Background: an optimization exercise with open tools, aiming at small area, a short achievable clock period and few clock cycles. Do not read the settings as production practice. RTL that was checked went through simulation tests only; none was proved equivalent to the original. Power is estimated from default activity; no workload was simulated.

==> flow/design.v (excerpt) <==
module cs281_dl_rx (
    input  wire       clk,
    input  wire       rst,         
    input  wire       in_valid,
    input  wire [7:0] in_data,
    output wire       in_ready,
    output wire       ev_valid,
    input  wire       ev_ready,
    output wire [1:0] ev_kind,
    output wire [7:0] ev_data,
    output wire       ev_last,
    output wire [7:0] fault
);
Settings: LEC_CHECK=0, ABC_CLOCK_PERIOD_IN_PS=2800, CAP_MARGIN=20, CORE_MARGIN=2, CORE_UTILIZATION=40, CTS_BUF_LIST=sky130_fd_sc_hd__clkbuf_16, CTS_CLUSTER_DIAMETER=100, CTS_CLUSTER_SIZE=30, PLACE_DENSITY=0.6, SETUP_SLACK_MARGIN=5, SLEW_MARGIN=20; clock period 8.0 ns.
run.sh (not shown) runs the stock make flow with config.mk's settings and CLKGATE_MAP_FILE= SYNTH_SCRIPT=/design/flow/synth_recipe.tcl, a recipe that flattens the netlist after the stock synthesis.
The first run completed without violations.
Change:
--- a/flow/design.v
+++ b/flow/design.v
@@ -20,19 +20,19 @@
     localparam [5:0] DR_AL = N - RP;    
     localparam [5:0] DW_EM = 1 - RP;    
     localparam [1:0] KIND_BYTE     = 2'd0;
     localparam [1:0] KIND_EMPTY    = 2'd1;
     localparam [1:0] KIND_MISMATCH = 2'd2;
     localparam [1:0] KIND_FRAMING  = 2'd3;
     reg  [7:0] ring [0:N-1];
     reg  [5:0] dr, dw;
     reg        rempty;
-    reg        al, dw1, dr1, dwem;      
+    reg        dwem;                    
     reg  [6:0] qlen;                    
     reg        qe;                      
     reg        p_esc, p_par, p_hi0, p_b0;    
     reg        wesc, wpar;              
     reg        q0s;                     
     reg        f_any, f_ovf;            
     reg  [SQ-1:0] sq;                   
     reg  [SQ-1:0] th;                   
     reg        r_pos0, r_esc, r_emit, r_stop;    
@@ -62,22 +62,19 @@
     wire wr_ok_n  = rempty_n || (dw1_n && !dr1_n);
     always @(posedge clk) begin
         if (rst) begin
             rempty <= 1'b1;
         end else begin
             rempty <= rempty_n;
         end
         dw   <= wr ? 6'd1 : dw - 6'd1;
         dr   <= (wr && rempty) ? 6'd0 : consume ? dr : dr - 6'd1;
-        dw1  <= dw1_n;
-        dr1  <= dr1_n;
         dwem <= !wr && (dw == DW_EM + 6'd1);
-        al   <= !(wr && rempty) && (consume || (dr == DR_AL + 6'd1));
     end
     wire f_any_n = f_any || (accept && (qfull || (comp && !q0s)));
     wire qfull_n = qfull || (wr && !comp && (qlen == 7'd63));
     always @(posedge clk) begin
         if (rst) begin
             qlen  <= 7'd0;
             qe    <= 1'b1;
             wesc  <= 1'b0;
             wpar  <= 1'b0;
- sequential power stays flat
- via count climbs by about 1.3%
- global-route usage is about the same
- critical path depth rises by 4
- synthesized cell count increases by about 1.1%
Testbench counts after the change, summed over its fixed seeds: cycles 24,382.
Function not checked in the first run of this note: the RTL went through the layout flow alone.


main:
The RTL this note starts from:
==> flow/design.v <==
module cs281_dl_rx (
    input  wire       clk,
    input  wire       rst,         
    input  wire       in_valid,
    input  wire [7:0] in_data,
    output wire       in_ready,
    output wire       ev_valid,
    input  wire       ev_ready,
    output wire [1:0] ev_kind,
    output wire [7:0] ev_data,
    output wire       ev_last,
    output wire [7:0] fault
);
    localparam [7:0] START = 8'h7B;
    localparam [7:0] STOP  = 8'h7D;
    localparam [7:0] ESC   = 8'h5C;
    localparam integer N  = 64;         
    localparam integer RP = 19;         
    localparam integer SQ = 6;          
    localparam [5:0] DR_AL = N - RP;    
    localparam [5:0] DW_EM = 1 - RP;    
    localparam [1:0] KIND_BYTE     = 2'd0;
    localparam [1:0] KIND_EMPTY    = 2'd1;
    localparam [1:0] KIND_MISMATCH = 2'd2;
    localparam [1:0] KIND_FRAMING  = 2'd3;
    reg  [7:0] ring [0:N-1];
    reg  [5:0] dr, dw;
    reg        rempty;
    reg        dwem;                    
    reg  [6:0] qlen;                    
    reg        qe;                      
    reg        p_esc, p_par, p_hi0, p_b0;    
    reg        wesc, wpar;              
    reg        q0s;                     
    reg        f_any, f_ovf;            
    reg  [SQ-1:0] sq;                   
    reg  [SQ-1:0] th;                   
    reg        r_pos0, r_esc, r_emit, r_stop;    
    reg        fc_start, fc_esc, fc_rc, fc_la;   
    reg        in_ready_q;
    reg        ev_valid_q, skip_q;      
    reg  [1:0] ev_kind_q;
    reg        ev_last_q;
    wire qfull   = qlen[6] && !qe;
    wire accept  = in_valid && in_ready_q;
    wire wr      = accept && !qfull;
    wire comp    = (in_data == STOP) && !qe && !p_esc;
    wire push    = wr && comp;
    wire good    = p_hi0 && (p_b0 == wpar);
    wire consume = skip_q || (ev_valid_q && ev_ready);
    wire pop     = skip_q && r_stop;    
    integer i;
    always @(posedge clk) begin
        ring[0] <= wr ? in_data : ring[N-1];
        for (i = 1; i < N; i = i + 1)
            ring[i] <= ring[i-1];
    end
    wire rempty_n = !wr && (rempty || (consume && dwem));
    wire dw1_n    = wr || (dw == 6'd2);
    wire dr1_n    = !(wr && rempty) && !consume && (dr == 6'd2);
    wire wr_ok_n  = rempty_n || (dw1_n && !dr1_n);
    always @(posedge clk) begin
        if (rst) begin
            rempty <= 1'b1;
        end else begin
            rempty <= rempty_n;
        end
        dw   <= wr ? 6'd1 : dw - 6'd1;
        dr   <= (wr && rempty) ? 6'd0 : consume ? dr : dr - 6'd1;
        dwem <= !wr && (dw == DW_EM + 6'd1);
    end
    wire f_any_n = f_any || (accept && (qfull || (comp && !q0s)));
    wire qfull_n = wr ? (!comp && !qe && (qlen == 7'd63)) : qfull;
    always @(posedge clk) begin
        if (rst) begin
            qe    <= 1'b1;
            f_any <= 1'b0;
            f_ovf <= 1'b0;
            in_ready_q <= 1'b1;
        end else begin
            f_any <= f_any_n;
            if (accept && qfull) f_ovf <= 1'b1;
            in_ready_q <= !f_any_n && !th[SQ-2] && (qfull_n || wr_ok_n);
            if (wr) begin
                qe   <= comp;
                qlen <= qe ? 7'd1 : qlen + 7'd1;
                if (qe) begin
                    wesc <= 1'b0;
                    wpar <= 1'b0;
                end else if (qlen != 7'd1) begin
                    if (wesc)       begin wpar <= wpar ^ p_par; wesc <= 1'b0; end
                    else if (p_esc) wesc <= 1'b1;
                    else            wpar <= wpar ^ p_par;
                end
            end
        end
    end
    always @(posedge clk) begin
        if (wr) begin
            p_esc <= (in_data == ESC);
            p_par <= ^in_data;
            p_hi0 <= (in_data[7:1] == 7'd0);
            p_b0  <= in_data[0];
            if (qe) q0s <= (in_data == START);
        end
    end
    integer k;
    always @(posedge clk) begin
        if (rst) begin
            th <= {SQ{1'b0}};
        end else if (push && !pop) begin
            th <= {th[SQ-2:0], 1'b1};
        end else if (pop && !push) begin
            th <= {1'b0, th[SQ-1:1]};
        end
        for (k = 0; k < SQ; k = k + 1) begin
            if (push && (pop ? (th[k] && (k == SQ-1 || !th[k+1]))
                             : ((k == 0 || th[k-1]) && !th[k])))
                sq[k] <= good;
            else if (pop)
                sq[k] <= (k == SQ-1) ? 1'b0 : sq[k+1];
        end
    end
    wire [7:0] m0 = ring[RP-1];
    wire [7:0] m1 = ring[RP-2];
    wire [7:0] m2 = ring[RP-3];
    wire [7:0] m3 = ring[RP-4];
    wire m0_esc  = (m0 == ESC);
    wire m1_esc  = (m1 == ESC);
    wire nf_start = (m0 == START);
    wire nf_esc   = m0_esc;
    wire nf_rc    = (m1 == STOP) && !m0_esc;
    wire nf_la    = ((m2 == STOP) && !m1_esc) || (m1_esc && (m3 == STOP) && (m2 != ESC));
    always @(posedge clk) begin
        fc_start <= nf_start;
        fc_esc   <= nf_esc;
        fc_rc    <= nf_rc;
        fc_la    <= nf_la;
    end
    reg a_pos0, a_esc, a_emit, a_stop;
    always @(*) begin
        a_pos0 = 1'b0;
        a_esc  = r_esc;
        a_emit = r_emit;
        a_stop = 1'b0;
        if (r_stop) begin
            a_pos0 = 1'b1; a_esc = 1'b0; a_emit = 1'b0;
        end else if (r_pos0) begin
            a_stop = !fc_start || fc_rc;
        end else if (fc_rc) begin
            a_stop = 1'b1;
        end else if (!r_esc && fc_esc) begin
            a_esc = 1'b1;
        end else begin
            a_esc = 1'b0;
            if (sq[0]) a_emit = 1'b1;
        end
    end
    function automatic [3:0] beat;      
        input pos0, esc, emitd, stop, g;
        begin
            beat = 4'b0_00_1;
            if (stop) begin
                beat = 4'b0_00_1;
            end else if (pos0) begin
                beat = {1'b1, nf_start ? KIND_MISMATCH : KIND_FRAMING, 1'b1};
                if (nf_start && !nf_rc) beat[3] = 1'b0;
            end else if (nf_rc) begin
                beat = {!g || !emitd, g ? KIND_EMPTY : KIND_MISMATCH, 1'b1};
            end else if (esc || !nf_esc) begin
                beat = {g, KIND_BYTE, nf_la};
            end
        end
    endfunction
    wire       act1 = !dwem && (th[1] || (th[0] && !r_stop));
    wire       g1   = r_stop ? sq[1] : sq[0];
    wire [3:0] b1   = beat(a_pos0, a_esc, a_emit, a_stop, g1);
    wire       act0 = !rempty && th[0] && (dr == DR_AL + 6'd1);
    wire [3:0] b0   = beat(r_pos0, r_esc, r_emit, r_stop, sq[0]);
    always @(posedge clk) begin
        if (rst) begin
            r_pos0 <= 1'b1;
            r_esc  <= 1'b0;
            r_emit <= 1'b0;
            r_stop <= 1'b0;
            ev_valid_q <= 1'b0;
            skip_q     <= 1'b0;
        end else begin
            if (consume) begin
                r_pos0 <= a_pos0;
                r_esc  <= a_esc;
                r_emit <= a_emit;
                r_stop <= a_stop;
            end
            ev_valid_q <= consume ? (act1 &&  b1[3]) : (act0 &&  b0[3]);
            skip_q     <= consume ? (act1 && !b1[3]) : (act0 && !b0[3]);
        end
        ev_kind_q <= consume ? b1[2:1] : b0[2:1];
        ev_last_q <= consume ? b1[0]   : b0[0];
    end
    assign in_ready = in_ready_q;
    assign ev_valid = ev_valid_q;
    assign ev_kind  = ev_kind_q;
    assign ev_data  = ring[RP];
    assign ev_last  = ev_last_q;
    assign fault    = {2'b00, f_any, f_ovf, 4'b0000};
endmodule
clock: 8.0 ns
lec_check: 0
abc_clock_period_in_ps: 2500
cap_margin: 20
core_margin: 2
core_utilization: 40
cts_buf_list: sky130_fd_sc_hd__clkbuf_16
cts_cluster_diameter: 100
cts_cluster_size: 30
place_density: 0.6
slew_margin: 20
standard.sh (not shown) runs the stock make flow with config.mk's settings and CLKGATE_MAP_FILE= SYNTH_SCRIPT=/design/flow/synth_recipe.tcl, a recipe that flattens the netlist after the stock synthesis.
==> flow/flow/run.sh <==
#!/bin/bash
# Standard layout, with a tighter timing-repair target and faster port buffers.
set -euo pipefail
bash standard.sh SETUP_SLACK_MARGIN=5.3 "BUFFER_PORTS_ARGS=-buffer_cell sky130_fd_sc_hd__buf_2" finish > standard_flow.log 2>&1
Looking at the reports, main completed the entire flow and the layout it produced met the timing, design-rule and antenna checks.
Testbench counts of main, summed over its fixed seeds: cycles 24,382.
Changes in the feature branch relative to main:
-- flow/design.v --
<<< main, line 42
    reg  [1:0] ev_kind_q;
    reg        ev_last_q;
    wire qfull   = qlen[6] && !qe;
    wire accept  = in_valid && in_ready_q;
    wire wr      = accept && !qfull;
>>> the feature branch, line 42
    reg  [1:0] ev_kind_q;
    reg        ev_last_q;
    wire qfull   = qlen[6];
    wire accept  = in_valid && in_ready_q;
    wire wr      = accept && !qfull;
<<< main, line 49
    wire good    = p_hi0 && (p_b0 == wpar);
    wire consume = skip_q || (ev_valid_q && ev_ready);
    wire pop     = skip_q && r_stop;    
    integer i;
    always @(posedge clk) begin
>>> the feature branch, line 49
    wire good    = p_hi0 && (p_b0 == wpar);
    wire consume = skip_q || (ev_valid_q && ev_ready);
    wire pop1    = r_stop || (r_pos0 && !fc_start);     
    wire pop     = consume && pop1;
    integer i;
    always @(posedge clk) begin
<<< main, line 71
    end
    wire f_any_n = f_any || (accept && (qfull || (comp && !q0s)));
    wire qfull_n = wr ? (!comp && !qe && (qlen == 7'd63)) : qfull;
    always @(posedge clk) begin
        if (rst) begin
            qe    <= 1'b1;
            f_any <= 1'b0;
            f_ovf <= 1'b0;
>>> the feature branch, line 72
    end
    wire f_any_n = f_any || (accept && (qfull || (comp && !q0s)));
    wire qfull_n = qfull || (wr && !comp && (qlen == 7'd63));
    always @(posedge clk) begin
        if (rst) begin
            qlen  <= 7'd0;
            qe    <= 1'b1;
            wesc  <= 1'b0;
            wpar  <= 1'b0;
            f_any <= 1'b0;
            f_ovf <= 1'b0;
<<< main, line 83
            in_ready_q <= !f_any_n && !th[SQ-2] && (qfull_n || wr_ok_n);
            if (wr) begin
                qe   <= comp;
                qlen <= qe ? 7'd1 : qlen + 7'd1;
                if (qe) begin
                    wesc <= 1'b0;
                    wpar <= 1'b0;
                end else if (qlen != 7'd1) begin
                    if (wesc)       begin wpar <= wpar ^ p_par; wesc <= 1'b0; end
                    else if (p_esc) wesc <= 1'b1;
                    else            wpar <= wpar ^ p_par;
                end
            end
>>> the feature branch, line 87
            in_ready_q <= !f_any_n && !th[SQ-2] && (qfull_n || wr_ok_n);
            if (wr) begin
                if (comp) begin
                    qlen <= 7'd0;
                    qe   <= 1'b1;
                    wesc <= 1'b0;
                    wpar <= 1'b0;
                end else begin
                    qlen <= qlen + 7'd1;
                    qe   <= 1'b0;
                    if (!qe && qlen != 7'd1) begin
                        if (wesc)       begin wpar <= wpar ^ p_par; wesc <= 1'b0; end
                        else if (p_esc) wesc <= 1'b1;
                        else            wpar <= wpar ^ p_par;
                    end
                end
            end
<<< main, line 147
            a_pos0 = 1'b1; a_esc = 1'b0; a_emit = 1'b0;
        end else if (r_pos0) begin
            a_stop = !fc_start || fc_rc;
        end else if (fc_rc) begin
            a_stop = 1'b1;
>>> the feature branch, line 155
            a_pos0 = 1'b1; a_esc = 1'b0; a_emit = 1'b0;
        end else if (r_pos0) begin
            a_pos0 = !fc_start;
            a_stop = fc_start && fc_rc;
        end else if (fc_rc) begin
            a_stop = 1'b1;
<<< main, line 173
        end
    endfunction
    wire       act1 = !dwem && (th[1] || (th[0] && !r_stop));
    wire       g1   = r_stop ? sq[1] : sq[0];
    wire [3:0] b1   = beat(a_pos0, a_esc, a_emit, a_stop, g1);
    wire       act0 = !rempty && th[0] && (dr == DR_AL + 6'd1);
>>> the feature branch, line 182
        end
    endfunction
    wire       act1 = !dwem && (th[1] || (th[0] && !pop1));
    wire       g1   = pop1 ? sq[1] : sq[0];
    wire [3:0] b1   = beat(a_pos0, a_esc, a_emit, a_stop, g1);
    wire       act0 = !rempty && th[0] && (dr == DR_AL + 6'd1);
==> comparison <==
The feature branch closes out successfully: all stages finished, all timing, DRC and antenna checks passed. Re sequential cell area share: the feature branch and main aren't equal, and the lower value belongs to the feature branch. Total global-route track usage delta (the feature branch -> main): insignificant. The feature branch ended up with a higher critical path depth than main did. Per the comparison of the feature branch with main, non-clock buffer count picked up an extra 9; met2 demand-to-capacity share in global routing now sits at about the same level; placed instance area held. The feature branch ends up with higher count of buffer and inverter cells on the critical path than main does. Re number of fill cells: the feature branch and main aren't equal, and the lower value belongs to main. Cmp the feature branch vs main: flip-flop and latch area lower in the feature branch. Delta (the feature branch minus main): clock-pin transition on the worst setup and hold timing paths neither gained nor lost much; overall power after layout dropped 0.33%.
Testbench counts of the feature branch, summed over its fixed seeds: cycles 24,382.

==> re-timing with driven ports <==
The flow's constraints put no driver on any port. The routed layouts listed below were extracted and timed again, unchanged, in two steps. Step 1 sets driving cells, clkbuf_16 on the clock port and buf_2 on the other inputs (assumed; they add their load-dependent delay and slew). Step 2, shift: input delay + t, output delay - t, t = (earliest + latest rising clock arrival at the registers) / 2. This alone moves slack from input paths to output paths. a / b / c = ideal / step 1 / step 2; a / b = the first two.
run	shift t [ns]	slack for setup (ns)	clock arrival spread, ns
the first run of note 1	0.577	5.043 / 5.057 / 4.480	0.024 / 0.023
the second run of note 1	0.579	5.074 / 5.090 / 4.511	0.020 / 0.020
main	0.577	5.361 / 5.315 / 4.832	0.017 / 0.017
the feature branch	0.572	5.254 / 5.250 / 4.678	0.022 / 0.023
After both steps every run listed still meets setup and hold. The setup slack of the feature branch, which loses most, moves by -0.004 ns with the drivers and by -0.576 ns with both steps.
